Optimization exercise on an open flow, not production practice.
RTL: at most simulated, not proved equivalent.
Power: default activity.

[flow/config.mk]
export PLATFORM = sky130hd
export DESIGN_NAME = vrtb_ts
export DESIGN_NICKNAME = vrtb_ts
export VERILOG_FILES = /design/flow/design.v
export SDC_FILE = /design/flow/constraint.sdc
export NUM_CORES = 4
export LEC_CHECK = 0
export CAP_MARGIN = 20
export CORE_MARGIN = 2
export CORE_UTILIZATION = 40
export SETUP_SLACK_MARGIN = 5
export SLEW_MARGIN = 20
[flow/constraint.sdc]
create_clock -name core_clock -period 8.0 [get_ports {clk}]
set_input_delay 1.6000 -clock core_clock [delete_from_list [all_inputs] [get_ports {clk}]]
set_output_delay 1.6000 -clock core_clock [all_outputs]
set_load 0.01 [all_outputs]
[flow/design.v]
module vrtb_ts_add #(parameter W = 32, parameter L = 5) (
    input  wire [W-1:0] a,
    input  wire [W-1:0] b,
    input  wire         ci,
    output wire [W-1:0] s,
    output wire         co
);
    wire [W-1:0] p0 = a ^ b;
    wire [W-1:0] g0 = a & b;
    wire [W-1:0] gl [0:L];
    wire [W-1:0] pl [0:L];
    assign gl[0] = {g0[W-1:1], g0[0] | (p0[0] & ci)};
    assign pl[0] = p0;
    genvar l, i;
    generate
        for (l = 0; l < L; l = l + 1) begin : lv
            for (i = 0; i < W; i = i + 1) begin : bt
                if ((i >> l) & 1) begin : cmb
                    localparam integer J = ((i >> l) << l) - 1;
                    assign gl[l+1][i] = gl[l][i] | (pl[l][i] & gl[l][J]);
                    assign pl[l+1][i] = pl[l][i] & pl[l][J];
                end else begin : pas
                    assign gl[l+1][i] = gl[l][i];
                    assign pl[l+1][i] = pl[l][i];
                end
            end
        end
    endgenerate
    assign s  = p0 ^ {gl[L][W-2:0], ci};
    assign co = gl[L][W-1];
endmodule
module vrtb_ts_inc #(parameter W = 64, parameter L = 6) (
    input  wire [W-1:0] a,
    output wire [W-1:0] s
);
    wire [W-1:0] pl [0:L];
    assign pl[0] = a;
    genvar l, i;
    generate
        for (l = 0; l < L; l = l + 1) begin : lv
            for (i = 0; i < W; i = i + 1) begin : bt
                if ((i >> l) & 1) begin : cmb
                    localparam integer J = ((i >> l) << l) - 1;
                    assign pl[l+1][i] = pl[l][i] & pl[l][J];
                end else begin : pas
                    assign pl[l+1][i] = pl[l][i];
                end
            end
        end
    endgenerate
    assign s = a ^ {pl[L][W-2:0], 1'b1};
endmodule
module vrtb_ts (
    input  wire        clk,
    input  wire        rst,
    input  wire        start,
    input  wire        next,
    input  wire [95:0] t0,
    input  wire [63:0] k0,
    input  wire [31:0] blk_size,
    input  wire [31:0] rate,
    output wire        ready,
    output reg         ts_valid,
    output wire [31:0] ts_sec,
    output wire [39:0] ts_frac,
    output wire        ts_err
);
    localparam [39:0] PS  = 40'd1000000000000;
    localparam [27:0] P5  = 28'd244140625;           
    localparam [3:0] S_IDLE = 4'd0,
                     S_LD   = 4'd1,    
                     S_PS   = 4'd2,    
                     S_CP1  = 4'd3,    
                     S_BZ   = 4'd4,    
                     S_CP2  = 4'd5,    
                     S_HDBL = 4'd6,    
                     S_HADD = 4'd7,    
                     S_T0   = 4'd8;    
    reg [3:0]  state;
    reg        phase;      
    reg [5:0]  cnt;        
    reg        first;      
    reg        kz;         
    reg        bz;         
    reg [5:0]  tcnt;       
    reg        wrap;       
    reg        r1;         
    reg        blk1;       
    reg        bzero, kzero;
    reg [5:0]  bmsb, kmsb;
    reg [31:0] x_sec;
    reg        x_ovf;
    reg [39:0] x_frac;
    reg [31:0] x_rem;
    reg [31:0] y_sec;
    reg [39:0] y_frac;
    reg [31:0] y_rem;
    reg [31:0] y_remn;
    reg [31:0] r_r;
    reg [63:0] idx;
    reg [31:0] t_sec;
    reg        t_ovf;
    reg        t_hi;       
    reg [27:0] t_rem;
    reg [11:0] t_lo;
    wire [39:0] t_frac = {t_rem, t_lo};
    reg        a_kx, a_dbl, a_add, a_ld, a_cin, a_cpy, a_cps, a_ys0, a_t, a_nx;
    reg        b_kx, b_dbl, b_add, b_cpy, b_cps, b_ys0, b_t, b_nx, b_cr;
    assign ready   = (state == S_IDLE) && !blk1;
    assign ts_sec  = x_sec;
    assign ts_frac = x_frac;
    assign ts_err  = x_ovf;
    function [5:0] msb32(input [31:0] v);
        integer i;
        begin
            msb32 = 6'd0;
            for (i = 0; i < 32; i = i + 1)
                if (v[i]) msb32 = i[5:0];
        end
    endfunction
    function [5:0] msb64(input [63:0] v);
        integer i;
        begin
            msb64 = 6'd0;
            for (i = 0; i < 64; i = i + 1)
                if (v[i]) msb64 = i[5:0];
        end
    endfunction
    wire [32:0] ra  = a_dbl ? {x_rem, a_cin} :
                      a_kx  ? {1'b0, x_rem}  :
                      a_ld  ? {1'b0, y_rem}  : 33'd0;
    wire [32:0] rs;
    wire        rs_c;
    vrtb_ts_add #(33, 6) u_rs (.a(ra), .b(a_add ? {1'b0, y_rem} : 33'd0), .ci(1'b0), .s(rs), .co(rs_c));
    wire [33:0] rd;
    wire        rd_c;
    vrtb_ts_add #(34, 6) u_rd (.a({1'b0, ra}), .b(a_add ? {2'b11, y_remn} : {2'b11, ~r_r}),
                               .ci(!a_add), .s(rd), .co(rd_c));
    wire        cr    = !rd[33];
    wire [31:0] rem_n = cr ? rd[31:0] : rs[31:0];
    wire [40:0] fa = b_dbl ? {x_frac, b_cr} : b_kx ? {1'b0, x_frac} : 41'd0;
    wire [39:0] fb = b_add ? y_frac : b_t ? t_frac : 40'd0;
    wire        fc = b_cr & !b_dbl;
    wire [40:0] fs;
    wire        fs_c;
    vrtb_ts_add #(41, 6) u_fs (.a(fa), .b({1'b0, fb}), .ci(fc), .s(fs), .co(fs_c));
    wire [41:0] nps = ~{2'b00, PS};
    wire [41:0] fa2 = {1'b0, fa};
    wire [41:0] fb2 = {2'b00, fb};
    wire [41:0] fp  = fa2 ^ fb2 ^ nps;
    wire [41:0] fg  = {(fa2[40:0] & fb2[40:0]) | (fa2[40:0] & nps[40:0]) | (fb2[40:0] & nps[40:0]), fc};
    wire [41:0] fd;
    wire        fd_c;
    vrtb_ts_add #(42, 6) u_fd (.a(fp), .b(fg), .ci(1'b1), .s(fd), .co(fd_c));
    wire        cf     = !fd[41];
    wire [39:0] frac_n = cf ? fd[39:0] : fs[39:0];
    wire [32:0] sa = b_dbl ? {x_sec, 1'b0} : b_kx ? {1'b0, x_sec} : 33'd0;
    wire [31:0] sb = b_add ? (b_ys0 ? {31'd0, r1} : y_sec) : b_t ? t_sec : 32'd0;
    wire        oa = (b_dbl | b_kx) & x_ovf;
    wire        ob = b_t & t_ovf;
    wire [32:0] ss0, ss1;
    wire        ss0_c, ss1_c;
    vrtb_ts_add #(33, 6) u_s0 (.a(sa), .b({1'b0, sb}), .ci(1'b0), .s(ss0), .co(ss0_c));
    vrtb_ts_add #(33, 6) u_s1 (.a(sa), .b({1'b0, sb}), .ci(1'b1), .s(ss1), .co(ss1_c));
    wire [32:0] ss     = cf ? ss1 : ss0;
    wire        ovf_n  = oa | ob | ss[32];
    wire [28:0] td_s = {t_rem, t_sec[31]};
    wire [28:0] td_d;
    wire        td_q;
    vrtb_ts_add #(29, 5) u_td (.a(td_s), .b(~{1'b0, P5}), .ci(1'b1), .s(td_d), .co(td_q));
    wire [63:0] idx_inc;
    vrtb_ts_inc #(64, 6) u_inc (.a(idx), .s(idx_inc));
    wire        idx_m1 = (idx[63:1] == {63{1'b1}}) && !idx[0];
    wire [5:0]  rmsb  = msb32(r_r);
    wire [30:0] ps_hi = PS[39:9];
    wire [30:0] rem_i = ps_hi >> (5'd31 - rmsb[4:0]);
    wire [63:0] hv   = phase ? idx : {32'd0, y_sec};
    wire        hbit = hv[cnt];
    reg        n_kx, n_dbl, n_add, n_ld, n_cin, n_cpy, n_cps, n_ys0, n_t, n_nx;
    reg [3:0]  n_state;
    reg [5:0]  n_cnt;
    reg        n_phase, n_kz, n_bz;
    task k_pass;
        begin
            n_kz    = kzero;
            n_phase = 1'b1;
            n_cnt   = kmsb - 6'd1;
            n_state = (kzero || kmsb == 6'd0) ? S_T0 : S_HDBL;
        end
    endtask
    task h_end;
        begin
            if (!phase) begin
                n_state = S_CP2;
            end else begin
                n_kz    = 1'b0;
                n_state = S_T0;
            end
        end
    endtask
    always @(*) begin
        n_kx = 1'b1; n_dbl = 1'b0; n_add = 1'b0; n_ld = 1'b0; n_cin = 1'b0;
        n_cpy = 1'b0; n_cps = 1'b0; n_ys0 = 1'b0; n_t = 1'b0; n_nx = 1'b0;
        n_state = state; n_cnt = cnt; n_phase = phase; n_kz = kz; n_bz = bz;
        case (state)
            S_IDLE: if (!blk1) begin
                if (start) begin
                    n_bz    = 1'b0;
                    n_state = S_LD;
                end else if (next) begin
                    n_nx = 1'b1;
                    if (!first) begin
                        if (wrap) begin
                            n_kx = 1'b0; n_t = 1'b1;
                        end else begin
                            n_add = 1'b1;
                        end
                    end
                end
            end
            S_LD: begin
                n_kx = 1'b0; n_ld = 1'b1;
                n_cnt = 6'd39 - rmsb;
                n_state = S_PS;
            end
            S_PS: begin
                n_dbl = 1'b1; n_cin = PS[cnt];
                n_cnt = cnt - 6'd1;
                if (cnt == 6'd0)
                    n_state = bzero ? S_BZ : (bmsb == 6'd0) ? S_CP2 : S_CP1;
            end
            S_CP1: begin
                n_cpy   = 1'b1;
                n_cnt   = bmsb - 6'd1;
                n_phase = 1'b0;
                n_state = S_HDBL;
            end
            S_BZ: begin
                n_kx    = 1'b0;
                n_bz    = 1'b1;
                n_state = S_CP2;
            end
            S_CP2: begin
                n_cpy = 1'b1; n_cps = 1'b1;
                if (bz) begin
                    n_kz    = 1'b1;
                    n_state = S_T0;
                end else
                    k_pass;
            end
            S_HDBL: begin
                n_dbl = 1'b1;
                if (hbit) begin
                    n_state = S_HADD;
                end else if (cnt != 6'd0) begin
                    n_cnt = cnt - 6'd1;
                end else
                    h_end;
            end
            S_HADD: begin
                n_add = 1'b1; n_ys0 = !phase;
                if (cnt != 6'd0) begin
                    n_cnt   = cnt - 6'd1;
                    n_state = S_HDBL;
                end else
                    h_end;
            end
            S_T0: begin
                if (tcnt == 6'd0) begin
                    n_t = 1'b1; n_kx = !kz;
                    n_state = S_IDLE;
                end
            end
            default: n_state = S_IDLE;
        endcase
    end
    always @(posedge clk) begin
        x_rem <= rem_n;
        if (a_cpy) begin
            y_rem  <= x_rem;
            y_remn <= rd[31:0];
        end
        b_kx  <= a_kx;
        b_dbl <= a_dbl;
        b_add <= a_add;
        b_t   <= a_t;
        b_cpy <= a_cpy;
        b_cps <= a_cps;
        b_ys0 <= a_ys0;
        b_cr  <= cr;
        x_frac <= frac_n;
        x_sec  <= ss[31:0];
        x_ovf  <= ovf_n;
        if (b_cpy) y_frac <= x_frac;
        if (b_cps) y_sec  <= x_sec;
        if (tcnt != 6'd0) begin
            t_rem <= td_q ? td_d[27:0] : td_s[27:0];
            t_sec <= {t_sec[30:0], td_q};
        end
        a_kx  <= n_kx;
        a_dbl <= n_dbl;
        a_add <= n_add;
        a_ld  <= n_ld;
        a_t   <= n_t;
        a_cin <= n_cin;
        a_cpy <= n_cpy;
        a_cps <= n_cps;
        a_ys0 <= n_ys0;
        cnt   <= n_cnt;
        phase <= n_phase;
        kz    <= n_kz;
        bz    <= n_bz;
        bzero <= (y_sec == 32'd0);
        bmsb  <= msb32(y_sec);
        kzero <= (idx == 64'd0);
        kmsb  <= msb64(idx);
        if (ready && start) begin
            r_r   <= rate;
            y_rem <= blk_size;      
            idx   <= k0;
            wrap  <= (k0 == {64{1'b1}});
            t_hi  <= (t0[95:72] != 24'd0);
            t_rem <= t0[71:44];
            t_sec <= t0[43:12];
            t_lo  <= t0[11:0];
        end
        if (ready && !start && next && !first) begin
            idx  <= idx_inc;
            wrap <= idx_m1;
        end
        if (state == S_LD) begin
            t_ovf <= t_hi || (t_rem >= P5);
            r1    <= (r_r == 32'd1);
            y_rem <= {1'b0, rem_i};
            y_sec <= y_rem;         
        end
        if (rst) begin
            state    <= S_IDLE;
            first    <= 1'b0;
            tcnt     <= 6'd0;
            blk1     <= 1'b0;
            a_nx     <= 1'b0;
            b_nx     <= 1'b0;
            ts_valid <= 1'b0;
        end else begin
            state    <= n_state;
            a_nx     <= n_nx;
            b_nx     <= a_nx;
            ts_valid <= b_nx;
            blk1     <= ready && !start && next && !first && wrap;
            if (ready && start) begin
                first <= 1'b1;
                tcnt  <= 6'd32;
            end else begin
                if (ready && next)
                    first <= 1'b0;
                if (tcnt != 6'd0)
                    tcnt <= tcnt - 6'd1;
            end
        end
    end
endmodule
[flow/run.sh]
#!/bin/bash
# synth_recipe.tcl (not shown) runs the flow's synth.tcl, then flattens the netlist and writes it again
# the make line also repeats each setting of config.mk as NAME=value (left out here)
make -C /OpenROAD-flow-scripts/flow DESIGN_CONFIG=/design/flow/config.mk WORK_HOME=/design/flow/orfs CLKGATE_MAP_FILE= SYNTH_SCRIPT=/design/flow/synth_recipe.tcl finish
==> results of run 1 <==
cells in the mapped netlist (all sizes together) (45+ instances only):
master | count | area share
o21a | 45 | 0.011
a21oi | 224 | 0.035
clkbuf | 156 | 0.018
inv | 203 | 0.024
nand2 | 691 | 0.081
dfxtp | 151 | 0.094
xnor2 | 130 | 0.036
nor3 | 68 | 0.011
ha | 214 | 0.083
o21ai | 295 | 0.046
a21o | 55 | 0.013
edfxtp | 316 | 0.30
nor2 | 249 | 0.029
nand3 | 54 | 0.0084
xor2 | 81 | 0.022
routing by layer:
layer,global-route usage,up-vias,wire (um)
li1,-,14014,-
met1,0.352,14154,47400
met2,0.446,1047,54500
met3,0.0313,201,7050
met4,0.101,0,4600
met5,0,-,0
cells by family (layout without fill, tap and decap cells):
group / Yosys count / after routing / synth area share
AND/OR/NAND/NOR: 1324 / 1328 / 0.183
AO/OA/AOI/OAI: 912 / 912 / 0.179
flip-flops: 467 / 467 / 0.390
buffers and inverters: 393 / 954 / 0.0469
adder cells (fa/ha/maj): 249 / 249 / 0.105
XOR/XNOR: 211 / 211 / 0.0576
multiplexers: 84 / 84 / 0.0390
final timing paths:
check                                   to  slack (ns)  start
worst min register to register       b_cps        0.33  a_cps
worst max-delay path            x_frac[16]        3.69    b_t
worst max register to register  x_frac[16]        3.69    b_t
worst min-delay path                 b_cps        0.33  a_cps
cell type report:
class                           count  area [sq um]  share of cell area
Timing Repair inverter              2          16.3            0.000367
Clock inverter                     28           313             0.00706
Sequential cell                   467         12600               0.285
Timing Repair Buffer              635          6850               0.154
Inverter                          207           815              0.0184
Multi-Input combinational cell   2784         20600               0.466
Clock buffer                       82          1730              0.0389
Tap cell                         1050          1310              0.0296
critical path: stages (launching register included):
cell and delay, ns:
dfxtp_4 0.37, buf_12 0.13, nor2b_4 0.14, buf_12 0.14, a22o_4 0.23, fa_2 0.35
fa_2 0.36, a21oi_2 0.16, o21bai_2 0.11, a2111o_1 0.44, nand2_2 0.12, a21oi_2 0.07
o21a_1 0.22, o21a_2 0.25, a311oi_2 0.25, buf_4 0.16, o21bai_2 0.06, fa_2 0.53
nand2_2 0.06, o21ai_2 0.06
what timing repair did:
| item | in CTS | in global routing |
|---|---|---|
| gates resized for setup | 639 | 253 |
| pin swaps | 189 | 135 |
| cloned | 33 | 2 |
| buffers inserted | 211 | 65 |
| setup endpoints to repair | 572 | 354 |
report_power, final:
| part | leakage (nW) | switching (mW) | internal (mW) |
|---|---|---|---|
| combinational | 13.0 | 6.69 | 5.94 |
| clock | 0.997 | 1.14 | 1.67 |
| sequential | 4.31 | 1.21 | 4.06 |
| total | 18.3 | 9.04 | 11.7 |
==> summary.txt, run 1 <==
The final critical-path share of the clock period is 0.538. The largest registers in the layout are idx (64), x_frac (40), y_frac (40). The die outline width works out to 287 um. After the first detailed-routing iteration, the DRC count stood at 2490.

The tools report the post-synthesis net count as 4116. The synthesized design contains 316 enable-type register cells. Clock-pin slew was measured on the worst setup and hold paths at 0.06 ns.

In this run the power density over the cells is 467 nW/um^2. The clock arrives with 0.0232 ns of skew. The setup path with the least slack is of type flop to flop.

CTS placed an instance of clkbuf_16 at the clock tree root. The run finished with no timing, DRC or antenna violations. During placement, the flow inserted port buffers numbering 302. The endpoint class of the critical path is a flop. For this run, the detailed router's first-pass iteration total came to 6. The final layout net count was 4631; the final-report max-slew violation count was 0. The synthesized design contains 467 register bits. The fraction of layout instances using a drive strength above 1 was 0.231; the worst hold margin was 0.328 ns. The diode insertion count for antenna repair is 0.

In the final timing run, aggregate negative setup slack is 0 ns. For the total clock sinks, the log shows 467. The total of hold buffers inserted after clock tree synthesis came out at 0. Across the VDD grid, the largest voltage drop is 0.000248 V. The non-filler instance count after layout came out at 5255.

For this run, design rule violations remaining after detail routing come to 0. Summed over all layers, the global routing overflow is 0. The final weighted congestion in routability-driven placement was 0.946; the clock buffer count from CTS was 58. The register with the most flip-flops in the layout has 64 of them. The area of all placed cells without fillers was 44300 sq um; the die outline area was 82500 sq um. The later pin in the worst-skew pair is clocked with a latency of 0.65 ns.

The library cell used most frequently in the layout, excluding fill and tap cells, is nand2_1. The transition time at the pin with the least slew margin was 0.692 ns. After floorplanning, the core was divided into 103 placement rows. The per-instance average area after synthesis works out to 8.81 sq um. Total of max-cap violations: 0.

The leading register cell type out of synthesis is edfxtp_1. Along the worst path, the maximum fanout reaches 8. Entering global routing, the biggest net connects 69 pins. TritonCTS built the clock tree.

Post-detailed-route via-to-cell ratio: 5.60. The tools report the initial antenna violation count as 2. The run gives 32100 sq um as the cell area after synthesis. Leaving out fill and tap cells, the most frequent cells in the layout are nand2_1, edfxtp_1, clkdlybuf4s50_1, nor2_1, o21ai_0. The height of the die was 287 um; the placeable core region was 79100 sq um. The post-detailed-placement cell area was 36300 sq um; the headroom to the max-slew limit was 0.537. In the post-route analysis, the smallest setup slack over all paths is 3.69 ns. More flip-flops sit in one register than any other, and that register is idx.

Synthesis handed over a netlist of 3640 instances. The routed wirelength normalized by instance count was 21.6 um. The via count of the first global-routing pass is 28757, and the logic depth of the worst register-to-register path is 19. The logs give 0.390 for the share of synthesized area occupied by flip-flops and latches and 0.405 for the initial standard-cell utilization of the core. The routed design has 114000 um of wire.

The final period demand of the worst path was 4.31 ns. The clock tree synthesis step divided the H-tree into 2 levels. 303 I/O pins were placed. Final number of setup-violating endpoints: 0. The run gives 74900 um as the detailed placement HPWL.

The required arrival time at the worst endpoint was 8.57 ns. For this block, the via count after detailed routing is 29416. For this run, the top clock speed supported by timing is 232 MHz. The arrival time of the worst setup path came out at 4.87 ns. Once detail routing completed, the nets flagged for antenna violations numbered 0. Proportion of register bits with asynchronous set or reset after synthesis: 0. Counting instances, the worst hold path has a depth of 0. For the number of placed cells counting well taps, the log shows 4834. The run gives 2.57 ns as the worst setup timing slack at the placement stage.

STA classifies the critical path startpoint as a flop. The end-of-flow core utilization is 0.560. Setup repair after global routing could not meet its margin everywhere. The logs give 6988 for the fill cell instance count of the final layout and 0 for the final count of hold timing violations.

The run gives 20.7 mW as the power consumption. The deepest clock path buffer count is 3. The tightest min-delay check is of the flop to flop type. Yosys mapped the design onto 91 distinct sky130hd cell types.

The count of yosys warnings during synthesis came out at 7. The total routing usage reported by global routing was 0.266. The analysis attributes to cell leakage a power of 18.3 nW.

Layout overhead on the synthesized area: 38.2%. The first global-routing pass estimated 170000 um of wire.
Testbench counts, summed over its fixed seeds: cycles 4,032, items 1,152.
==> run 2, diff against run 1 <==
--- a/flow/config.mk
+++ b/flow/config.mk
@@ -10,3 +10,3 @@
 export CORE_UTILIZATION = 40
-export SETUP_SLACK_MARGIN = 5
+export SETUP_SLACK_MARGIN = 4.5
 export SLEW_MARGIN = 20
==> summary.txt, run 2 <==
For this run, the slowest stage of the critical path takes 0.36 ns. In the routed design, unresolved DRC markers number 0. The tools report the final wirelength as 111000 um. The most used flip-flop cell after synthesis is edfxtp_1.

The tools report the endpoint class of the critical path as a flop. The clock share of power is 0.132. Standard cell with the maximum stage delay on the critical path: dfxtp_4. The run finished with no timing, DRC or antenna violations. In this run the worst hold path is classified as flop to flop.

The height of the die works out to 287 um. The largest register by flop count is idx. The design draws 19.6 mW.

The post-route antenna net violation count came out at 0. The critical path goes through buf_12 > buf_6 > buf_6 > buf_12 > buf_8 > nand2_1 > o21a_1 > ha_4 > inv_1 > ha_1 > a2111oi_4 > o21ai_2 > nand4_1 > a21oi_4 > o211a_1 > a211o_4 > o31ai_4 > a21oi_4 > o31ai_4 > o31ai_2 > mux2_4. The die outline area came out at 82500 sq um.

The tools report the final count of hold timing violations as 0. In the layout the commonest cells are nand2_1, edfxtp_1, clkdlybuf4s50_1, nor2_1, o21ai_0. The post-detailed-route via-to-cell ratio came out at 5.62.

The mapped netlist covers 32100 sq um. The final-report max-slew violation count was 0; the fraction of power consumed by combinational cells was 0.600. Synthesis instantiated 91 different standard cells from the library.

The number of placed I/O pins is 303, and the clock latency on the worst-skew pair is 0.64 ns. For the pin with the worst max-slew slack, the measured transition is 0.962 ns. The tools report the area of all placed cells without fillers as 42500 sq um. The fraction of layout instances using a drive strength above 1 is 0.175, and the total clock sinks is 467. After detailed placement, the total cell area comes to 36100 sq um. A synthesized cell averages 8.81 sq um.

The power dissipated by switching net loads is 8.66 mW, and the total power density per cell area is 460 nW/um^2. The run gives 0.390 as the share of synthesized area occupied by flip-flops and latches. After the last flow step, the layout net total stands at 4533. The largest total area in the synthesized netlist belongs to edfxtp_1.

Across the routed clock network, the largest skew measured is 0.0321 ns. The final critical-path share of the clock period was 0.548; the number of input and output port buffers inserted was 302. The number of placed cells counting well taps came out at 4836.

After synthesis the netlist holds a flip-flop and latch count of 467. For this design the static power due to leakage is 17.3 nW. By area the synthesized netlist is led by edfxtp_1, dfxtp_1, ha_1. Counting every net in the synthesized netlist gives 4116. The final period demand of the worst path works out to 4.39 ns.

For the final number of setup-violating endpoints, the log shows 0. At the end of routability-driven placement, the weighted congestion stood at 0.946. The top cell type's share of synthesized area came out at 0.296.

The critical path in this run is classified as flop to flop. The finished layout holds 5156 standard cells, fillers aside. The placeable core region was 79100 sq um.

The worst supply voltage drop on vdd is 0.000230 V. From synthesis to final layout, the design area changed by 32.6%. The logs give 0.405 for the initial standard-cell utilization of the core and 0.268 for the sequential power share. Number of iterations in the first detailed-routing pass: 5. The tools report the launching element type of the critical path as a flop. The top fanout value on the critical path came out at 6.

The logs give 0 for the global-route congestion overflow total and 0 ns for the final sum of negative setup slack. For the required arrival time at the worst endpoint, the log shows 8.51 ns. The routed wirelength normalized by instance count came out at 21.5 um. The logs give 0 for the total of max-cap violations and 228 MHz for the maximum operating frequency. Setup repair after global routing could not meet its margin everywhere. The clock tree root buffer cell is clkbuf_16. The number of flops mapped to enable cells by yosys is 316, and the total number of vias is 28986. The switching share of power is 0.442, and the detailed placement HPWL is 74200 um. In the post-synthesis netlist, the cell with the most instances is nand2_1. TritonCTS built the clock tree. The register with the most flip-flops in the layout has 64 of them. The clock passes through at most 3 buffers. The first global-routing pass estimated 166000 um of wire. The total routing usage reported by global routing came out at 0.259. Sorting the synthesized cells by how often they occur yields nand2_1, edfxtp_1, o21ai_0, nor2_1, a21oi_1. Data arrives at the worst endpoint at 4.89 ns.

The detailed router finished its first iteration with 2298 violations. For the via count of the first global-routing pass, the log shows 28034. The clock-pin transition on the worst setup and hold timing paths came out at 0.06 ns.

For this run, the number of Yosys warnings is 7. The proportion of register bits with asynchronous set or reset after synthesis is 0, and the H-tree depth is 2. The largest registers in the layout are idx (64), x_frac (40), y_frac (40).

The library cell used most frequently in the layout, excluding fill and tap cells, is nand2_1. Entering global routing, the biggest net connects 82 pins. Hold repair after CTS inserted 0 buffers. Buffers inserted during clock tree synthesis total 55. Initial antenna violation count: 1. In this run the horizontal extent of the chip is 287 um. For the internal power of the cells, the log shows 10.9 mW. The floorplan has 103 rows. Synthesis produced a netlist whose cell count is 3640. The tools report the headroom to the max-slew limit as 0.359.
run 2: kinds of logic (layout without fill, tap and decap cells):
family	Yosys count	count (layout)	synth area share
simple gates	1324	1327	0.183
compound gates	912	912	0.179
flops	467	467	0.390
buf+inv	393	854	0.0469
fa+ha+maj	249	249	0.105
xor+xnor	211	211	0.0576
mux	84	84	0.0390
other cells	0	2	0
run 2: per-layer routing:
layer / vias up / part of all wire / global-route usage
met5: - / 0 / 0
met2: 1029 / 0.48 / 0.432
met4: 0 / 0.043 / 0.0992
met1: 13930 / 0.42 / 0.344
li1: 13819 / - / -
met3: 208 / 0.060 / 0.0288
run 2: timing repair:
| action | CTS | global route |
|---|---|---|
| resized for setup | 308 | 266 |
| pin swaps | 93 | 93 |
| cloned | 27 | 3 |
| endpoints found under the setup margin | 367 | 185 |
| buffers inserted | 146 | 38 |
| endpoints found under the hold margin | 0 | 0 |
run 2: critical path, delay by kind of cell, from the launching register on:
| family | cells | cell delay (ns) |
|---|---|---|
| AO/OA/AOI/OAI | 10 | 2.13 |
| buffers and inverters | 6 | 0.60 |
| adder cells (fa/ha/maj) | 2 | 0.58 |
| flip-flops | 1 | 0.36 |
| AND/OR/NAND/NOR | 2 | 0.30 |
| multiplexers | 1 | 0.30 |
run 2: layout make-up:
type	count	area (sq um)
clock inverters	25	240
repair inverters	1	8.76
inverters	207	810
fillers	7108	36600
well taps	1050	1310
repair buffers	542	5980
multi-input cells	2783	20000
clock buffers	79	1580
diodes	2	5.00
flip-flops and latches	467	12600
run 2: path summary, 6_finish.rpt:
kind | start | end | slack [ns] | cells past startpoint
setup / recovery | b_t | x_ovf | 3.62 | 21
hold / removal | a_ys0 | b_ys0 | 0.33 | 0
setup reg to reg | b_t | x_ovf | 3.62 | 21
hold reg to reg | a_ys0 | b_ys0 | 0.33 | 0
run 2: metrics by stage:
stage                      util  hold slack [ns]  worst slack (ns)
after global routing      0.537            0.339              3.49
final                     0.537            0.330              3.62
after CTS                 0.519            0.331              3.65
after global placement    0.457            0.311              2.66
after floorplan               -            0.310              3.88
after detailed placement  0.457            0.317              2.58
run 2: power by group through the flow:
stage                     Clock, mW  Combinational [mW]  Sequential [mW]
after global routing           2.71                12.7             5.36
after detailed placement          0                8.52             5.27
after global placement            0                8.41             5.27
after floorplan                   0                6.57             4.66
final                          2.58                11.7             5.25
after CTS                      2.63                10.6             5.19
==> run 3, diff against run 2 <==
--- a/flow/design.v
+++ b/flow/design.v
@@ -77,3 +77,4 @@
                      S_HADD = 4'd7,    
-                     S_T0   = 4'd8;    
+                     S_T0   = 4'd8,    
+                     S_WRAP = 4'd9;    
     reg [3:0]  state;
@@ -87,9 +88,4 @@
     reg        r1;         
-    reg        blk1;       
     reg        bzero, kzero;
     reg [5:0]  bmsb, kmsb;
-    reg [31:0] x_sec;
-    reg        x_ovf;
-    reg [39:0] x_frac;
-    reg [31:0] x_rem;
     reg [31:0] y_sec;
@@ -106,8 +102,19 @@
     wire [39:0] t_frac = {t_rem, t_lo};
-    reg        a_kx, a_dbl, a_add, a_ld, a_cin, a_cpy, a_cps, a_ys0, a_t, a_nx;
-    reg        b_kx, b_dbl, b_add, b_cpy, b_cps, b_ys0, b_t, b_nx, b_cr;
-    assign ready   = (state == S_IDLE) && !blk1;
-    assign ts_sec  = x_sec;
-    assign ts_frac = x_frac;
-    assign ts_err  = x_ovf;
+    reg        a_kx, a_dbl, a_add, a_t, a_cpy, a_cps, a_ys0, a_nx;
+    reg        b_cpy, b_cps, b_nx;
+    reg [32:0] a_ra;
+    reg [31:0] a_rbs;
+    reg [31:0] a_rbd;
+    reg        a_ci;
+    reg [40:0] b_fa;
+    reg [32:0] b_sa;
+    reg        b_oa;
+    reg [39:0] b_fb;
+    reg [31:0] b_sb;
+    reg        b_ob;
+    reg        b_fc;
+    assign ready   = (state == S_IDLE);
+    assign ts_sec  = b_sa[31:0];
+    assign ts_frac = b_fa[39:0];
+    assign ts_err  = b_oa;
     function [5:0] msb32(input [31:0] v);
@@ -128,25 +135,18 @@
     endfunction
-    wire [32:0] ra  = a_dbl ? {x_rem, a_cin} :
-                      a_kx  ? {1'b0, x_rem}  :
-                      a_ld  ? {1'b0, y_rem}  : 33'd0;
     wire [32:0] rs;
     wire        rs_c;
-    vrtb_ts_add #(33, 6) u_rs (.a(ra), .b(a_add ? {1'b0, y_rem} : 33'd0), .ci(1'b0), .s(rs), .co(rs_c));
+    vrtb_ts_add #(33, 6) u_rs (.a(a_ra), .b({1'b0, a_rbs}), .ci(1'b0), .s(rs), .co(rs_c));
     wire [33:0] rd;
     wire        rd_c;
-    vrtb_ts_add #(34, 6) u_rd (.a({1'b0, ra}), .b(a_add ? {2'b11, y_remn} : {2'b11, ~r_r}),
-                               .ci(!a_add), .s(rd), .co(rd_c));
+    vrtb_ts_add #(34, 6) u_rd (.a({1'b0, a_ra}), .b({2'b11, a_rbd}), .ci(a_ci), .s(rd), .co(rd_c));
     wire        cr    = !rd[33];
     wire [31:0] rem_n = cr ? rd[31:0] : rs[31:0];
-    wire [40:0] fa = b_dbl ? {x_frac, b_cr} : b_kx ? {1'b0, x_frac} : 41'd0;
-    wire [39:0] fb = b_add ? y_frac : b_t ? t_frac : 40'd0;
-    wire        fc = b_cr & !b_dbl;
     wire [40:0] fs;
     wire        fs_c;
-    vrtb_ts_add #(41, 6) u_fs (.a(fa), .b({1'b0, fb}), .ci(fc), .s(fs), .co(fs_c));
+    vrtb_ts_add #(41, 6) u_fs (.a(b_fa), .b({1'b0, b_fb}), .ci(b_fc), .s(fs), .co(fs_c));
     wire [41:0] nps = ~{2'b00, PS};
-    wire [41:0] fa2 = {1'b0, fa};
-    wire [41:0] fb2 = {2'b00, fb};
+    wire [41:0] fa2 = {1'b0, b_fa};
+    wire [41:0] fb2 = {2'b00, b_fb};
     wire [41:0] fp  = fa2 ^ fb2 ^ nps;
-    wire [41:0] fg  = {(fa2[40:0] & fb2[40:0]) | (fa2[40:0] & nps[40:0]) | (fb2[40:0] & nps[40:0]), fc};
+    wire [41:0] fg  = {(fa2[40:0] & fb2[40:0]) | (fa2[40:0] & nps[40:0]) | (fb2[40:0] & nps[40:0]), b_fc};
     wire [41:0] fd;
@@ -156,12 +156,8 @@
     wire [39:0] frac_n = cf ? fd[39:0] : fs[39:0];
-    wire [32:0] sa = b_dbl ? {x_sec, 1'b0} : b_kx ? {1'b0, x_sec} : 33'd0;
-    wire [31:0] sb = b_add ? (b_ys0 ? {31'd0, r1} : y_sec) : b_t ? t_sec : 32'd0;
-    wire        oa = (b_dbl | b_kx) & x_ovf;
-    wire        ob = b_t & t_ovf;
     wire [32:0] ss0, ss1;
     wire        ss0_c, ss1_c;
-    vrtb_ts_add #(33, 6) u_s0 (.a(sa), .b({1'b0, sb}), .ci(1'b0), .s(ss0), .co(ss0_c));
-    vrtb_ts_add #(33, 6) u_s1 (.a(sa), .b({1'b0, sb}), .ci(1'b1), .s(ss1), .co(ss1_c));
+    vrtb_ts_add #(33, 6) u_s0 (.a(b_sa), .b({1'b0, b_sb}), .ci(1'b0), .s(ss0), .co(ss0_c));
+    vrtb_ts_add #(33, 6) u_s1 (.a(b_sa), .b({1'b0, b_sb}), .ci(1'b1), .s(ss1), .co(ss1_c));
     wire [32:0] ss     = cf ? ss1 : ss0;
-    wire        ovf_n  = oa | ob | ss[32];
+    wire        ovf_n  = b_oa | b_ob | ss[32];
     wire [28:0] td_s = {t_rem, t_sec[31]};
@@ -182,2 +178,3 @@
     reg        n_phase, n_kz, n_bz;
+    wire       acc_next = (state == S_IDLE) && !start && next;
     task k_pass;
@@ -205,3 +202,3 @@
         case (state)
-            S_IDLE: if (!blk1) begin
+            S_IDLE: begin
                 if (start) begin
@@ -210,9 +207,9 @@
                 end else if (next) begin
-                    n_nx = 1'b1;
-                    if (!first) begin
-                        if (wrap) begin
-                            n_kx = 1'b0; n_t = 1'b1;
-                        end else begin
-                            n_add = 1'b1;
-                        end
+                    if (first) begin
+                        n_nx = 1'b1;
+                    end else if (wrap) begin
+                        n_state = S_WRAP;
+                    end else begin
+                        n_nx  = 1'b1;
+                        n_add = 1'b1;
                     end
@@ -220,2 +217,6 @@
             end
+            S_WRAP: begin
+                n_nx = 1'b1; n_kx = 1'b0; n_t = 1'b1;
+                n_state = S_IDLE;
+            end
             S_LD: begin
@@ -275,22 +276,25 @@
         endcase
+        if (n_dbl) n_kx = 1'b0;
     end
     always @(posedge clk) begin
-        x_rem <= rem_n;
+        a_ra  <= n_dbl ? {rem_n, n_cin} : n_kx ? {1'b0, rem_n} :
+                 n_ld  ? {2'b00, rem_i} : 33'd0;
+        a_rbs <= n_add ? y_rem  : 32'd0;
+        a_rbd <= n_add ? y_remn : ~r_r;
+        a_ci  <= !n_add;
         if (a_cpy) begin
-            y_rem  <= x_rem;
+            y_rem  <= a_ra[31:0];
             y_remn <= rd[31:0];
         end
-        b_kx  <= a_kx;
-        b_dbl <= a_dbl;
-        b_add <= a_add;
-        b_t   <= a_t;
+        b_fa  <= a_dbl ? {frac_n, cr} : a_kx ? {1'b0, frac_n} : 41'd0;
+        b_sa  <= a_dbl ? {ss[31:0], 1'b0} : a_kx ? {1'b0, ss[31:0]} : 33'd0;
+        b_oa  <= (a_dbl | a_kx) & ovf_n;
+        b_fb  <= a_add ? y_frac : a_t ? t_frac : 40'd0;
+        b_sb  <= a_add ? (a_ys0 ? {31'd0, r1} : y_sec) : a_t ? t_sec : 32'd0;
+        b_ob  <= a_t & t_ovf;
+        b_fc  <= cr & !a_dbl;
         b_cpy <= a_cpy;
         b_cps <= a_cps;
-        b_ys0 <= a_ys0;
-        b_cr  <= cr;
-        x_frac <= frac_n;
-        x_sec  <= ss[31:0];
-        x_ovf  <= ovf_n;
-        if (b_cpy) y_frac <= x_frac;
-        if (b_cps) y_sec  <= x_sec;
+        if (b_cpy) y_frac <= b_fa[39:0];
+        if (b_cps) y_sec  <= b_sa[31:0];
         if (tcnt != 6'd0) begin
@@ -302,5 +306,3 @@
         a_add <= n_add;
-        a_ld  <= n_ld;
         a_t   <= n_t;
-        a_cin <= n_cin;
         a_cpy <= n_cpy;
@@ -326,3 +328,3 @@
         end
-        if (ready && !start && next && !first) begin
+        if (acc_next && !first) begin
             idx  <= idx_inc;
@@ -333,3 +335,2 @@
             r1    <= (r_r == 32'd1);
-            y_rem <= {1'b0, rem_i};
             y_sec <= y_rem;         
@@ -340,3 +341,2 @@
             tcnt     <= 6'd0;
-            blk1     <= 1'b0;
             a_nx     <= 1'b0;
@@ -349,3 +349,2 @@
             ts_valid <= b_nx;
-            blk1     <= ready && !start && next && !first && wrap;
             if (ready && start) begin
@@ -354,3 +353,3 @@
             end else begin
-                if (ready && next)
+                if (acc_next)
                     first <= 1'b0;
==> summary.txt, run 3 <==
In this run the remaining antenna-violating nets after routing total 0. The total clock sinks is 600. The post-detailed-route via-to-cell ratio came out at 5.54. The clock-pin transition on the worst setup and hold timing paths is 0.06 ns, and the clock buffer count from CTS is 71. The clock share of power is 0.168, and the final critical-path share of the clock period is 0.486.

The via count of the first global-routing pass came out at 28593. Measured in cells, the most critical reg-to-reg path has a length of 19. In this run the cell area measured after placement is 38800 sq um. TritonCTS built the clock tree. The unique cell type count in the Yosys netlist was 97.

Most frequent cell after synthesis: nand2_1. The worst-case hold path end point was b_cps. The run gives 0.0285 ns as the setup clock skew after layout. The number of antenna diodes in the final layout is 0. In this run the worst hold path is classified as flop to flop. The register bit total from synthesis works out to 600. The tools report the final sum of negative setup slack as 0 ns. Final-report max-slew violation count: 0. The detailed router placed 29457 vias in this run.

The final count of hold timing violations was 0; the final layout net count was 4579. Traced cell by cell, the critical path runs through inv_2 > ha_4 > ha_4 > inv_2 > fa_2 > a211oi_2 > o21ai_2 > a211oi_4 > nor2_2 > o21ai_4 > a21o_1 > and3_4 > buf_12 > a211oi_2 > a211oi_2 > buf_4 > o21bai_1 > xor2_1 > a22o_1. The fraction of power consumed by combinational cells came out at 0.518. In the final layout, the registers with the most flip-flops are idx (64), b_fa (41). The arrival time of the worst setup path was 4.39 ns; the final number of setup-violating endpoints was 0. The tools report the maximum operating frequency as 257 MHz. The largest net degree at the start of global routing came out at 99. For the worst setup path, the data required time is 8.50 ns. The delay of the slowest cell on the worst path was 0.39 ns.

In this run the standard cell core region covers 87000 sq um. Across all register-to-register paths, the minimum setup slack is 4.11 ns. The tool flagged a number of max-cap violations equal to 0.

Layout overhead on the synthesized area: 26.2%. The detailed router finished its first iteration with 2080 violations. In the routed design, unresolved DRC markers number 0. Setup repair after global routing could not meet its margin everywhere. The number of flops mapped to enable cells by yosys was 317; the power dissipated by switching net loads was 8.42 mW. Row generation in the floorplan step produced 108 rows. The share of synthesized area occupied by flip-flops and latches was 0.431; the per-instance average area after synthesis was 9.27 sq um. The library cells used most frequently in the layout, excluding fill and tap cells, are nand2_1, edfxtp_1, clkdlybuf4s50_1, dfxtp_1, nor2_1. Counting every instance in the synthesized netlist gives 3806.

The die outline area was 90600 sq um. The tools report the capture point of the worst reg-to-reg path as b_sa[6]. In this run the cell area of the synthesized design comes to 35300 sq um. The first global-routing pass estimated 172000 um of wire. Clock latency on the worst-skew pair, taken at its later pin, is 0.62 ns. The endpoint class of the critical path was a flop. The largest total area in the synthesized netlist belongs to edfxtp_1.

The leakage power is 17.7 nW, and the initial standard-cell utilization of the core is 0.405. Global routing finished with a remaining overflow of 0. The number of flip-flops in the largest register is 64, and the initial antenna violation count is 1.

The standard cell with the maximum stage delay on the critical path was a211oi_4. The top cell type's share of synthesized area was 0.270. The fraction of layout instances using a drive strength above 1 works out to 0.149. The startpoint identified for the worst register-to-register timing path is b_fa[0]. For the sequential power share, the log shows 0.315. The worst hold path begins at a_cps. For this run, the detailed router's first-pass iteration total came to 7.

Input and output buffers added on the ports amount to 302. Power spread over the standard cell area amounts to 441 nW/um^2. After legalization and detailed placement, the total HPWL measured 81100 um. The top fanout value on the critical path was 4; the height of the die was 301 um.

The launching element type of the critical path was a flop. Ranked by total cell area, the synthesized netlist is headed by edfxtp_1, dfxtp_1, ha_1. The run finished with no timing, DRC or antenna violations.

In the synthesized netlist, the cells that appear most often are nand2_1, edfxtp_1, dfxtp_1, o21ai_0, nor2_1. The clock tree root buffer cell is clkbuf_16. For the finished layout, the period the worst path requires is 3.89 ns. Leaving out fill and tap cells, the most frequent cell in the layout is nand2_1. The H-tree depth is 3, and the total routing usage reported by global routing is 0.246.

At the pin with the least slew margin, the transition time is 1.05 ns. The tools report the post-synthesis net count as 4284. Among all flip-flop cells after synthesis, the most frequent one is edfxtp_1.

The number of placed I/O pins came out at 303. Yosys printed 7 warnings. The final layout contains routed wiring with a total length of 116000 um. The tools report the deepest clock path buffer count as 3. More flip-flops sit in one register than any other, and that register is idx. The die outline width came out at 301 um.

Buffers inserted to repair hold after CTS numbered 0. The internal power of the cells came out at 11.2 mW. The tools report the headroom to the max-slew limit as 0.294. The most numerous cell type found on the critical path is a211oi_2.

The proportion of register bits with asynchronous set or reset after synthesis came out at 0. IR analysis of the VDD net gives a maximum drop of 0.000199 V. Routability-driven placement finished with a final weighted congestion of 0.910. The number of cells traversed by the worst hold path was 0; the routed wirelength normalized by instance count was 21.7 um. The finished cells cover 44500 sq um. The switching share of power came out at 0.429.

The critical path in this run is classified as flop to flop.
run 3: kinds of logic (layout without fill, tap and decap cells):
| kind of cell | Yosys count | after routing | share of synthesized area |
|---|---|---|---|
| buffers and inverters | 471 | 825 | 0.0592 |
| AOI/OAI and AO/OA | 904 | 904 | 0.168 |
| muxes | 72 | 72 | 0.0299 |
| DFF | 600 | 600 | 0.431 |
| adders and majority gates | 251 | 251 | 0.0962 |
| xor gates and xnor gates | 205 | 205 | 0.0509 |
| and+or+nand+nor | 1303 | 1303 | 0.165 |
run 3: cell type report:
class                      count  area (sq um)
clock buffer                 111          2180
multi-input combinational   2735         19800
fill                        8024         42500
timing repair buffer         461          4840
tap                         1155          1450
sequential                   600         15200
clock inverter                21           171
inverter                     232           893
run 3: worst max path at each step:
stage,start,to,slack (ns),cells past startpoint
after CTS,b_fa[0],b_sa[20],4.19,18
after global placement,start,idx[50],3.50,4
final,b_fa[0],b_sa[6],4.11,19
after global routing,b_fa[1],b_sa[7],3.98,18
after floorplan,b_fa[0],b_sa[22],4.49,17
after detailed placement,b_fa[0],b_sa[4],3.44,17
run 3: power groups by stage:
stage                     combinational (mW)  clock, mW  sequential (mW)
final                                   10.2       3.29             6.19
after global placement                  7.84          0             6.19
after global routing                    11.1       3.47             6.30
after CTS                               9.06       3.35             6.14
after floorplan                         6.17          0             5.39
after detailed placement                7.93          0             6.18
run 3: what timing repair did:
item | in CTS | in global routing
setup endpoints to repair | 406 | 365
setup buffers | 65 | 53
pin swaps | 112 | 110
cloned | 10 | 4
resized for setup | 262 | 225
run 3: worst max-delay path, delay by kind of cell, from the launching register on:
family / cells / cell delay [ns]
flip-flops: 1 / 0.35
buffers and inverters: 4 / 0.37
AND/OR/NAND/NOR: 2 / 0.30
AO/OA/AOI/OAI: 9 / 1.85
adder cells (fa/ha/maj): 3 / 0.75
XOR/XNOR: 1 / 0.16
run 3: per-layer routing:
metal,GRT usage,routed length (um),part of all wire,vias up
li1,-,-,-,14004
met1,0.339,50800,0.44,14274
met2,0.401,53900,0.47,989
met3,0.0411,7650,0.066,190
met4,0.0642,3180,0.028,0
met5,0,0,0,-
run 3: metrics by stage:
step                      utilization  worst slack, ns  cells  power [mW]  hold slack (ns)
final                           0.511             4.11   5315        19.6            0.336
after global routing            0.511             3.98   5315        20.8            0.338
after CTS                       0.494             4.19   5258        18.5            0.332
after detailed placement        0.446             3.44   5051        14.1            0.318
after global placement          0.446             3.50   5051        14.0            0.311
after floorplan                     -             4.49   3806        11.6            0.310
Testbench counts of run 3, summed over its fixed seeds: cycles 4,032, items 1,152.
==> run 4, diff against run 3 <==
--- a/flow/design.v
+++ b/flow/design.v
@@ -179,2 +179,3 @@
     wire       acc_next = (state == S_IDLE) && !start && next;
+    wire [3:0] t0_wait = (tcnt[5:1] == 5'd0) ? S_IDLE : S_T0;
     task k_pass;
@@ -184,3 +185,3 @@
             n_cnt   = kmsb - 6'd1;
-            n_state = (kzero || kmsb == 6'd0) ? S_T0 : S_HDBL;
+            n_state = (kzero || kmsb == 6'd0) ? t0_wait : S_HDBL;
         end
@@ -193,3 +194,3 @@
                 n_kz    = 1'b0;
-                n_state = S_T0;
+                n_state = t0_wait;
             end
@@ -208,3 +209,3 @@
                     if (first) begin
-                        n_nx = 1'b1;
+                        n_nx = 1'b1; n_t = 1'b1; n_kx = !kz;
                     end else if (wrap) begin
@@ -247,3 +248,3 @@
                     n_kz    = 1'b1;
-                    n_state = S_T0;
+                    n_state = t0_wait;
                 end else
@@ -269,6 +270,4 @@
             S_T0: begin
-                if (tcnt == 6'd0) begin
-                    n_t = 1'b1; n_kx = !kz;
+                if (tcnt[5:1] == 5'd0)
                     n_state = S_IDLE;
-                end
             end
==> summary.txt, run 4 <==
The most common cell in the synthesized netlist is nand2_1. The proportion of register bits with asynchronous set or reset after synthesis is 0, and the count of yosys warnings during synthesis is 7. The worst hold path belongs to the class flop to flop. The number of placed instances, taps included, is 5033. The setup check on the worst reg-to-reg path leaves a slack of 3.84 ns.

The number of instances in the synthesized netlist was 3787; the fraction of layout instances using a drive strength above 1 was 0.134. The first global-routing pass estimated 164000 um of wire. The largest register by flop count was idx. Placeable core region: 86900 sq um.

The run gives 0 as the count of unresolved DRC violations after routing. For the largest net degree at the start of global routing, the log shows 99. Layout overhead on the synthesized area: 24.9%.

Setup repair after global routing could not meet its margin everywhere. The slowest stage of the critical path is the mux2_4 cell. Using the TritonRoute via totals, the vias-per-cell ratio works out to 5.53. The logs give 18.7 mW for the power consumption and 0.0166 ns for the setup clock skew after layout.

The analysis attributes to cell leakage a power of 17.4 nW. In this run the critical register-to-register path is captured at b_sa[25]. In the post-synthesis netlist, the biggest area contributors are edfxtp_1, dfxtp_1, ha_1.

The die is 300 um tall. Across the whole layout, storage elements account for 15200 sq um. The top cell types in the final layout, fill and taps aside, are nand2_1, edfxtp_1, clkdlybuf4s50_1, dfxtp_1, o21ai_0. Reg-to-reg critical path startpoint: b_fb[0].

For this run, the top clock speed supported by timing is 240 MHz. The run gives 0.432 as the share of synthesized area occupied by flip-flops and latches. The number of nets handed over by synthesis was 4264. Averaged over all synthesized cells, the footprint is 9.28 sq um.

At the pin with the least slew margin, the transition time is 1.06 ns. The tools report the final count of hold timing violations as 0. The worst-case IR drop observed on VDD is 0.000243 V.

Counting instances, the worst hold path has a depth of 0. The DRC marker count from the first detailed-route iteration was 2278. The run gives 4535 as the final layout net count. The total of hold buffers inserted after clock tree synthesis is 0. The clock passes through at most 3 buffers. The number of clock buffers added by TritonCTS is 70. The worst setup path is captured at a flop. The number of different library cells used by synthesis comes to 88. Launch point of the worst hold path: a_cps. The largest registers in the layout are idx (64), b_fa (41). The non-filler instance count after layout is 5270, and the routed wirelength normalized by instance count is 21.1 um. Timing analysis after detailed placement gives a worst setup slack of 3.06 ns. Setup total negative slack on the finished layout was measured at 0 ns. The final critical-path share of the clock period came out at 0.520. Counting both buffers and inverters, the worst setup path holds a total of 4. By count the netlist is led by nand2_1, edfxtp_1, o21ai_0, dfxtp_1, nor2_1. The critical path goes through inv_2 > ha_4 > ha_4 > inv_2 > fa_2 > a211oi_4 > o21ai_2 > a2111oi_4 > buf_4 > o221a_4 > nand4_1 > o211ai_4 > mux2_4 > buf_12 > o31ai_4 > mux2_4 > a32o_1 > a31o_2. The clock tree synthesis step divided the H-tree into 3 levels.

The repair_antennas step left the layout with diodes totalling 0. In this design, the largest share of critical-path delay is due to compound AO/OA/AOI/OAI gates. The library cell used most frequently in the layout, excluding fill and tap cells, is nand2_1. The global-route congestion overflow total was 0; the headroom to the max-slew limit was 0.294. The final-report max-slew violation count was 0; the number of placed I/O pins was 303. TritonCTS built the clock tree. The floorplan has 108 rows. In this run the horizontal extent of the chip is 300 um.

The initial standard-cell utilization of the core was 0.405; the register bit total from synthesis was 600. The logic depth of the worst register-to-register path is 18. Clock tree synthesis selected as its root buffer the cell clkbuf_16. During placement, the flow inserted port buffers numbering 302. The tools report the total routing usage reported by global routing as 0.235.

The final worst slack is 3.84 ns, and the number of iterations in the first detailed-routing pass is 6. Number of flops mapped to enable cells by yosys: 317. The run gives 77300 um as the detailed placement HPWL.

Startpoint-to-endpoint class of the critical path: flop to flop. For this run, the leading register cell type out of synthesis is edfxtp_1. The final period demand of the worst path works out to 4.16 ns.

edfxtp_1 takes more of the synthesized area than any other cell. Of all nets on the critical path, the largest fanout is 3. For the total number of vias, the log shows 29145. The launching element type of the critical path was a flop.

After synthesis the cells add up to 35200 sq um. Counting buffers and inverters, the worst setup path is 18 cells deep. In the final layout, the multi-input gates occupy 19500 sq um.

The register with the most flip-flops in the layout has 64 of them. The tightest hold path in the finished design has a slack of 0.352 ns. For the via count of the first global-routing pass, the log shows 27861. For the final wirelength, the log shows 111000 um. Worst-case hold path end point: b_cps. The filler cells instantiated in the layout total 7932. For this design the ratio of total power to cell area is 425 nW/um^2. STA puts the critical path data required time at 8.51 ns.

The die outline area came out at 90300 sq um. The delay of the slowest cell on the worst path is 0.39 ns, and the top cell type's share of synthesized area is 0.271. The clock-pin transition on the worst setup and hold timing paths is 0.06 ns, and the total clock sinks is 600. Once detail routing completed, the nets flagged for antenna violations numbered 0. The run finished with no timing, DRC or antenna violations. The logs give 0.917 for the final weighted congestion in routability-driven placement and 0.62 ns for the clock latency on the worst-skew pair. Across the run, the number of max-cap violations was 0. The run gives 0 as the final number of setup-violating endpoints. The initial antenna violation count came out at 2. At the worst endpoint, the arrival time is 4.67 ns.
## run 4: kinds of logic after synthesis
kind of cell             count (synthesis)  share of synthesized area
AO/OA/AOI/OAI                          898                      0.166
XOR/XNOR                               205                     0.0511
adder cells (fa/ha/maj)                250                     0.0962
buffers and inverters                  462                     0.0574
flip-flops                             600                      0.432
multiplexers                            69                     0.0311
AND/OR/NAND/NOR                       1303                      0.166
## run 4: area by class of cell
cell class | count | share of cell area
Sequential cell | 600 | 0.346
Tap cell | 1155 | 0.0329
Multi-Input combinational cell | 2730 | 0.443
Clock inverter | 33 | 0.00769
Inverter | 225 | 0.0200
Clock buffer | 96 | 0.0471
Timing Repair Buffer | 431 | 0.103
## run 4: power by group
part           internal (mW)  total, mW  switching (mW)
Sequential              4.72       5.88            1.15
Clock                   2.01       3.36            1.35
Combinational           4.01       9.45            5.43
Total                   10.7       18.7            7.93
## run 4: how the worst max path moves through the flow
| stage | start | endpoint | slack (ns) |
|---|---|---|---|
| 2_1_floorplan | b_fa[0] | b_sa[27] | 3.93 |
| 3_3_place_gp | b_fa[0] | b_sa[17] | 3.11 |
| 3_5_place_dp | b_fa[0] | b_sa[17] | 3.06 |
| 4_1_cts | b_fb[0] | b_sa[31] | 3.82 |
| 5_1_grt | b_fb[0] | b_sa[25] | 3.70 |
| 6_report | b_fb[0] | b_sa[25] | 3.84 |
## run 4: layer usage
layer / global-route usage / part of all wire / routed length, um
met1: 0.315 / 0.43 / 48200
met2: 0.380 / 0.46 / 51200
met3: 0.0367 / 0.061 / 6760
met4: 0.0977 / 0.045 / 4970
met5: 0 / 0.000081 / 9
## run 4: what timing repair did
action	4_1_cts	5_1_grt
endpoints found under the setup margin	343	284
pin swaps	55	61
gates cloned	13	8
resized for setup	183	209
setup buffers	53	34
## run 4: through the flow
stage                     area, sq um   util
final                           43900  0.505
after global routing            43900  0.505
after CTS                       42600  0.490
after detailed placement        38800  0.446
after global placement          38800  0.446
after floorplan                 35200      -
Testbench counts of run 4, summed over its fixed seeds: cycles 3,984, items 1,152.
==> run 5, diff against run 4 <==
--- a/flow/config.mk
+++ b/flow/config.mk
@@ -12 +12,2 @@
 export SLEW_MARGIN = 20
+export TNS_END_PERCENT = 0
==> summary.txt, run 5 <==
Routability-driven placement finished with a final weighted congestion of 0.934. The logs give 105000 um for the final wirelength and 0.228 for the total routing usage reported by global routing. The count of buffers added on input and output ports is 302. Worst setup timing slack at the placement stage: 3.21 ns. For the initial antenna violation count, the log shows 0.

For the final worst slack, the log shows 3.87 ns. The final critical-path share of the clock period was 0.517; the via count of the first global-routing pass was 27358. Together, buffers and inverters on the worst path number 3. Entering global routing, the biggest net connects 122 pins. Measured along the x axis, the die boundary spans 300 um.

The register with the most flip-flops in the final layout is idx. The tools report the worst hold margin as 0.333 ns. Kind of cell adding the most delay to the critical path: compound AO/OA/AOI/OAI gates.

For this run, the leading register cell type out of synthesis is edfxtp_1. The logs give 8.50 ns for the required arrival time at the worst endpoint and 242 MHz for the maximum operating frequency. Clock-pin slew was measured on the worst setup and hold paths at 0.06 ns. The tools report the final-report max-slew violation count as 0. Summed over all layers, the global routing overflow is 0. The capture point of the worst reg-to-reg path was b_sa[25].

Reg-to-reg critical path startpoint: b_fa[0]. The final layout contains 4450 nets. The startpoint-to-endpoint class of the critical path was flop to flop. The most frequent cell after synthesis was nand2_1. The finished cells cover 41500 sq um.

By count the netlist is led by nand2_1, edfxtp_1, o21ai_0, dfxtp_1, nor2_1. The share of synthesized area occupied by flip-flops and latches is 0.432. For this run, design rule violations remaining after detail routing come to 0. Final count of hold timing violations: 0. The endpoint class of the critical path is a flop.

The clock buffer count from CTS is 71, and the post-detailed-placement cell area is 38800 sq um. TritonCTS built the clock tree. The run gives 90300 sq um as the die outline area. The worst-case hold path end point is b_cps. For the worst-skew pair, the clock arrives at the later sink with an insertion delay of 0.62 ns. The mapped netlist covers 35200 sq um. The flow ran to the end and the layout has no timing, DRC or antenna violations.

In this run the most critical hold path is launched from a_cps. In this run, the number of DRC markers left after iteration 0 of detailed routing was 2110. The standard cell with the maximum stage delay on the critical path is mux2_4. Dividing the detail-routed via count by the number of cells gives 5.45.

On the worst path, the slowest cell contributes a delay of 0.40 ns. The first global-routing pass estimated 159000 um of wire. Relative to the synthesized area, the layout overhead comes to 18.1%. The top fanout value on the critical path works out to 6.

After detailed routing, the average wire length per cell comes to 20.2 um. The biggest area contributor in the post-synthesis netlist is edfxtp_1. The worst supply voltage drop on vdd is 0.000259 V. Setup violations remaining at the end of the flow were counted as 0.

STA classifies the critical path startpoint as a flop. In this run the static leakage power is 16.5 nW. The number of cells traversed by the worst hold path came out at 0. When the netlist entered floorplanning its net count stood at 4264. In this run the power density over the cells is 413 nW/um^2. In the final layout, the registers with the most flip-flops are idx (64), b_fa (41). Leaving out fill and tap cells, the most frequent cell in the layout is nand2_1. Traced cell by cell, the critical path runs through inv_2 > ha_4 > ha_4 > inv_2 > fa_2 > a211oi_4 > o21ai_2 > a2111oi_4 > buf_4 > o221a_4 > nand4_1 > o211ai_4 > mux2_4 > o31ai_4 > mux2_4 > a32o_1 > a31o_2. After floorplanning, the core was sized to cover 86900 sq um. Number of flip-flops in the largest register: 64. Setup repair after global routing could not meet its margin everywhere.

In this run the core area contains 108 standard-cell rows. The height of the die is 300 um. The proportion of register bits with asynchronous set or reset after synthesis is 0, and the total of hold buffers inserted after clock tree synthesis is 0. Counting I/O delays and the setup requirement, the final critical path takes 4.13 ns. At the worst endpoint, the arrival time is 4.63 ns.

After filler insertion, the fill cell instance count of the layout stands at 8183. The HPWL after detailed placement is 77500 um. Counting flops with a built-in enable in the synthesized netlist gives 317. The class of the tightest hold or removal check was flop to flop. The total of max-cap violations was 0; the diode insertion count for antenna repair was 0. The top cell type's share of synthesized area was 0.271.

The top cell types in the final layout, fill and taps aside, are nand2_1, edfxtp_1, clkdlybuf4s50_1, o21ai_0, dfxtp_1. The number of instances in the synthesized netlist was 3787. For the deepest clock path buffer count, the log shows 3. The initial standard-cell utilization of the core was 0.405; the post-route antenna net violation count was 0. Across the routed clock network, the largest skew measured is 0.0323 ns. Dividing the synthesized area by the synthesized cell count gives 9.28 sq um. The register bit total from synthesis was 600.

The headroom to the max-slew limit is 0.301, and the number of iterations in the first detailed-routing pass is 5. Clock tree synthesis selected as its root buffer the cell clkbuf_16. After synthesis, the netlist uses 88 different library cells. During synthesis, Yosys emitted a total of 7 warnings.

In the final timing run, aggregate negative setup slack is 0 ns. Counting every sink on the clock net gives 600. The transition time at the pin with the least slew margin was 1.05 ns; the fraction of layout instances using a drive strength above 1 was 0.0712. Sorting the synthesized cells by area gives the leading types as edfxtp_1, dfxtp_1, ha_1. The logic depth of the worst register-to-register path was 17. The run gives 303 as the number of placed I/O pins. The setup slack of the most critical reg-to-reg path is 3.87 ns, and the total number of vias is 28278. The tools report the H-tree depth as 3.
run 5: cell types whose count changed in the layout (fill, tap and decap cells not counted), sizes merged:
cell and delta:
buf -76, bufbuf +1, bufinv -4, clkbuf -5
clkdlybuf4s50 +1, clkinv -1, clkinvlp -2, inv +7
nand2 -1, o31a -2, or2 -2
run 5: worst max-delay path by stage:
stage	start	end	slack, ns	cells past startpoint
final	b_fa[0]	b_sa[25]	3.87	17
after global routing	b_fa[3]	b_sa[25]	3.67	16
after CTS	b_fb[0]	b_sa[31]	3.82	18
after detailed placement	b_fb[0]	b_sa[17]	3.21	17
after global placement	b_fa[0]	b_sa[17]	3.25	17
after floorplan	b_fa[0]	b_sa[27]	3.93	16
run 5: timing repair:
item	in CTS	in global routing
gates cloned	1	0
gates resized for setup	23	27
buffers inserted	13	3
setup endpoints to repair	230	339
pin swaps	12	7
run 5: routing by layer:
metal,vias up,GRT usage,part of all wire
li1,13794,-,-
met1,13528,0.314,0.45
met2,783,0.370,0.46
met3,173,0.0297,0.053
met4,0,0.0779,0.033
met5,-,0,0
run 5: power by group:
group          leakage, nW  switching (mW)  internal (mW)
Combinational         10.0            4.73           3.27
Clock                 1.16            1.37           1.89
Sequential            5.37            1.16           4.72
run 5: cells by family (layout without fill, tap and decap cells):
logic type	after synthesis	after routing	share of synthesized area
AO/OA/AOI/OAI	898	898	0.166
XOR/XNOR	205	205	0.0511
adder cells (fa/ha/maj)	250	250	0.0962
buffers and inverters	462	706	0.0574
flip-flops	600	600	0.432
multiplexers	69	69	0.0311
AND/OR/NAND/NOR	1303	1303	0.166
run 5: area by class of cell:
type | instances | area (sq um) | share of cell area
Multi-Input combinational cell | 2725 | 18200 | 0.438
Clock inverter | 33 | 278 | 0.00669
Clock buffer | 98 | 2060 | 0.0497
Tap cell | 1155 | 1450 | 0.0348
Timing Repair Buffer | 350 | 3470 | 0.0837
Inverter | 225 | 850 | 0.0205
Sequential cell | 600 | 15200 | 0.366
run 5: metrics by stage:
stage | instances | utilization | power, mW
4_1_cts | 5182 | 0.476 | 17.1
6_report | 5186 | 0.478 | 17.1
3_3_place_gp | 5037 | 0.446 | 13.6
3_5_place_dp | 5037 | 0.446 | 13.7
5_1_grt | 5186 | 0.478 | 18.4
2_1_floorplan | 3787 | - | 11.2
==> run 6, diff against run 5 <==
--- a/flow/config.mk
+++ b/flow/config.mk
@@ -10,3 +10,3 @@
 export CORE_UTILIZATION = 40
-export SETUP_SLACK_MARGIN = 4.5
+export SETUP_SLACK_MARGIN = 5
 export SLEW_MARGIN = 20
==> summary.txt, run 6 <==
For the number of placed I/O pins, the log shows 303. The initial standard-cell utilization of the core is 0.405, and the per-instance average area after synthesis is 9.28 sq um. OpenSTA, run right after detailed placement, puts the worst setup slack at 3.21 ns. The share of synthesized area occupied by flip-flops and latches came out at 0.432. The HPWL after detailed placement is 77500 um.

The clock buffer count from CTS is 71. The final sum of negative setup slack came out at 0 ns. For the largest net degree at the start of global routing, the log shows 122.

The floorplan has 108 rows. The tools report the total of max-cap violations as 0. The register with the most flip-flops in the layout has 64 of them.

The fraction of layout instances using a drive strength above 1 was 0.0712; the final weighted congestion in routability-driven placement was 0.934. The clock passes through at most 3 buffers. The final count of hold timing violations came out at 0.

The final period demand of the worst path came out at 4.13 ns. Summing all multi-input logic gate instances after layout gives 18200 sq um. The routed wirelength normalized by instance count came out at 20.2 um. Setup repair after global routing could not meet its margin everywhere. For flop-to-flop paths, the worst setup slack is 3.87 ns. The final critical-path share of the clock period was 0.517. In the synthesized netlist, the number of instances is 3787.

Grouping stages by cell kind, the critical path spends the most delay in compound AO/OA/AOI/OAI gates. For the number of iterations in the first detailed-routing pass, the log shows 5. At the later pin of the worst-skew pair, clock insertion delay measures 0.62 ns.

The run gives 4450 as the final layout net count. TritonCTS built the clock tree. The sequential cell area is 15200 sq um. The largest total area in the synthesized netlist belongs to edfxtp_1. STA puts the critical path data required time at 8.50 ns.

The die covers 90300 sq um. By area the synthesized netlist is led by edfxtp_1, dfxtp_1, ha_1. The maximum operating frequency came out at 242 MHz. The delay of the slowest cell on the worst path works out to 0.40 ns. The worst register-to-register path ends at b_sa[25].

The top cell type's share of synthesized area is 0.271, and the clock-pin transition on the worst setup and hold timing paths is 0.06 ns. idx holds more flip-flops than any other register. The final wirelength is 105000 um. The worst hold path passes through 0 cells.

In this run the number of H-tree levels came out at 3. The arrival time of the worst setup path was 4.63 ns. The startpoint-to-endpoint class of the critical path was flop to flop. The logs give 0 for the final-report max-slew violation count and 7 for the count of yosys warnings during synthesis. For the worst flop-to-flop path, the logic depth is 17. For this run, design rule violations remaining after detail routing come to 0. The floorplan step set the die height to 300 um. The leading register cell type out of synthesis is edfxtp_1. Traced cell by cell, the critical path runs through inv_2 > ha_4 > ha_4 > inv_2 > fa_2 > a211oi_4 > o21ai_2 > a2111oi_4 > buf_4 > o221a_4 > nand4_1 > o211ai_4 > mux2_4 > o31ai_4 > mux2_4 > a32o_1 > a31o_2.

The run gives 27358 as the via count of the first global-routing pass. The repair_antennas step left the layout with diodes totalling 0. The tools report the fill cell instance count of the final layout as 8183.

Among all cell types in the netlist, the one instantiated most often is nand2_1. The run gives 159000 um as the global-route wire length before repair. The transition time at the pin with the least slew margin is 1.05 ns. Dividing total power by cell area gives a power density of 413 nW/um^2.

Final number of setup-violating endpoints: 0. Across the VDD grid, the largest voltage drop is 0.000259 V. STA classifies the critical path startpoint as a flop. The leakage power is 16.5 nW, and the placeable core region is 86900 sq um. Along the worst path, the maximum fanout reaches 6. Headroom to the max-slew limit: 0.301. The initial antenna violation count is 0, and the cell area after synthesis is 35200 sq um. Post-synthesis net count: 4264. The min-delay analysis places its worst path in the category flop to flop.

For the total routing usage reported by global routing, the log shows 0.228. The proportion of register bits with asynchronous set or reset after synthesis was 0; the post-route antenna net violation count was 0. The clock tree root buffer cell was clkbuf_16. The synthesized design contains 600 register bits.

The number of buffers and inverters on the critical path is 3. Launch point of the worst hold path: a_cps. The detailed router finished its first iteration with 2110 violations. The startpoint identified for the worst register-to-register timing path is b_fa[0]. The tools report the final worst slack as 3.87 ns.

After global routing the overflow that remains totals 0. The worst-case hold path end point was b_cps. Endpoint class of the critical path: a flop.

The run gives 28278 as the total number of vias. Post-detailed-route via-to-cell ratio: 5.45. The end-of-flow core utilization was 0.478.

The largest registers in the layout are idx (64), b_fa (41). The synthesized design contains 317 enable-type register cells. By count the netlist is led by nand2_1, edfxtp_1, o21ai_0, dfxtp_1, nor2_1. Die outline width: 300 um. The run finished with no timing, DRC or antenna violations.

The count of buffers added on input and output ports is 302. The total of hold buffers inserted after clock tree synthesis was 0. On the final layout, the worst clock skew is 0.0323 ns. The clock net in this run drives a total of 600 sinks. Standard cell with the maximum stage delay on the critical path: mux2_4. The number of different library cells used by synthesis comes to 88.

Summing internal, switching and leakage power gives 17.1 mW. The library cells used most frequently in the layout, excluding fill and tap cells, are nand2_1, edfxtp_1, clkdlybuf4s50_1, o21ai_0, dfxtp_1. Leaving out fill and tap cells, the most frequent cell in the layout is nand2_1.

Relative to the synthesized area, the layout overhead comes to 18.1%.
==> run 6: cell counts after synthesis <==
No cell type changed its count.
==> run 6: cell families after synthesis <==
family / count (synthesis) / share of synthesized area
adders and majority gates: 250 / 0.0962
AOI/OAI and AO/OA: 898 / 0.166
muxes: 69 / 0.0311
DFF: 600 / 0.432
xor gates and xnor gates: 205 / 0.0511
and+or+nand+nor: 1303 / 0.166
buffers and inverters: 462 / 0.0574
==> run 6: power by group <==
group / leakage [nW] / switching [mW] / internal [mW]
logic: 10.0 / 4.73 / 3.27
registers: 5.37 / 1.16 / 4.72
clock network: 1.16 / 1.37 / 1.89
==> run 6: how the worst max path moves through the flow <==
stage / startpoint / end / slack (ns) / cells past startpoint
after floorplan: b_fa[0] / b_sa[27] / 3.93 / 16
after global placement: b_fa[0] / b_sa[17] / 3.25 / 17
after detailed placement: b_fb[0] / b_sa[17] / 3.21 / 17
after CTS: b_fb[0] / b_sa[31] / 3.82 / 18
after global routing: b_fa[3] / b_sa[25] / 3.67 / 16
final: b_fa[0] / b_sa[25] / 3.87 / 17
==> run 6: area by class of cell <==
type	count	area share
clock buffers	98	0.0497
clock inverters	33	0.00669
inverters	225	0.0205
multi-input cells	2725	0.438
flip-flops and latches	600	0.366
well taps	1155	0.0348
repair buffers	350	0.0837
==> run 6: through the flow <==
step / area, sq um / hold slack, ns / std cells
2_1_floorplan: 35200 / 0.310 / 3787
3_3_place_gp: 38800 / 0.313 / 5037
3_5_place_dp: 38800 / 0.322 / 5037
4_1_cts: 41300 / 0.336 / 5182
5_1_grt: 41500 / 0.340 / 5186
6_report: 41500 / 0.333 / 5186
==> run 6: timing repair <==
action / CTS / global route
gates resized for setup: 23 / 27
pin swaps: 12 / 7
endpoints found under the setup margin: 632 / 653
cloned: 1 / 0
setup buffers: 13 / 3
==> run 6: per-layer routing <==
metal | vias up | routed length (um) | track usage
met5 | - | 0 | 0
met4 | 0 | 3470 | 0.0779
met1 | 13528 | 47200 | 0.314
met2 | 783 | 48700 | 0.370
li1 | 13794 | - | -
met3 | 173 | 5600 | 0.0297
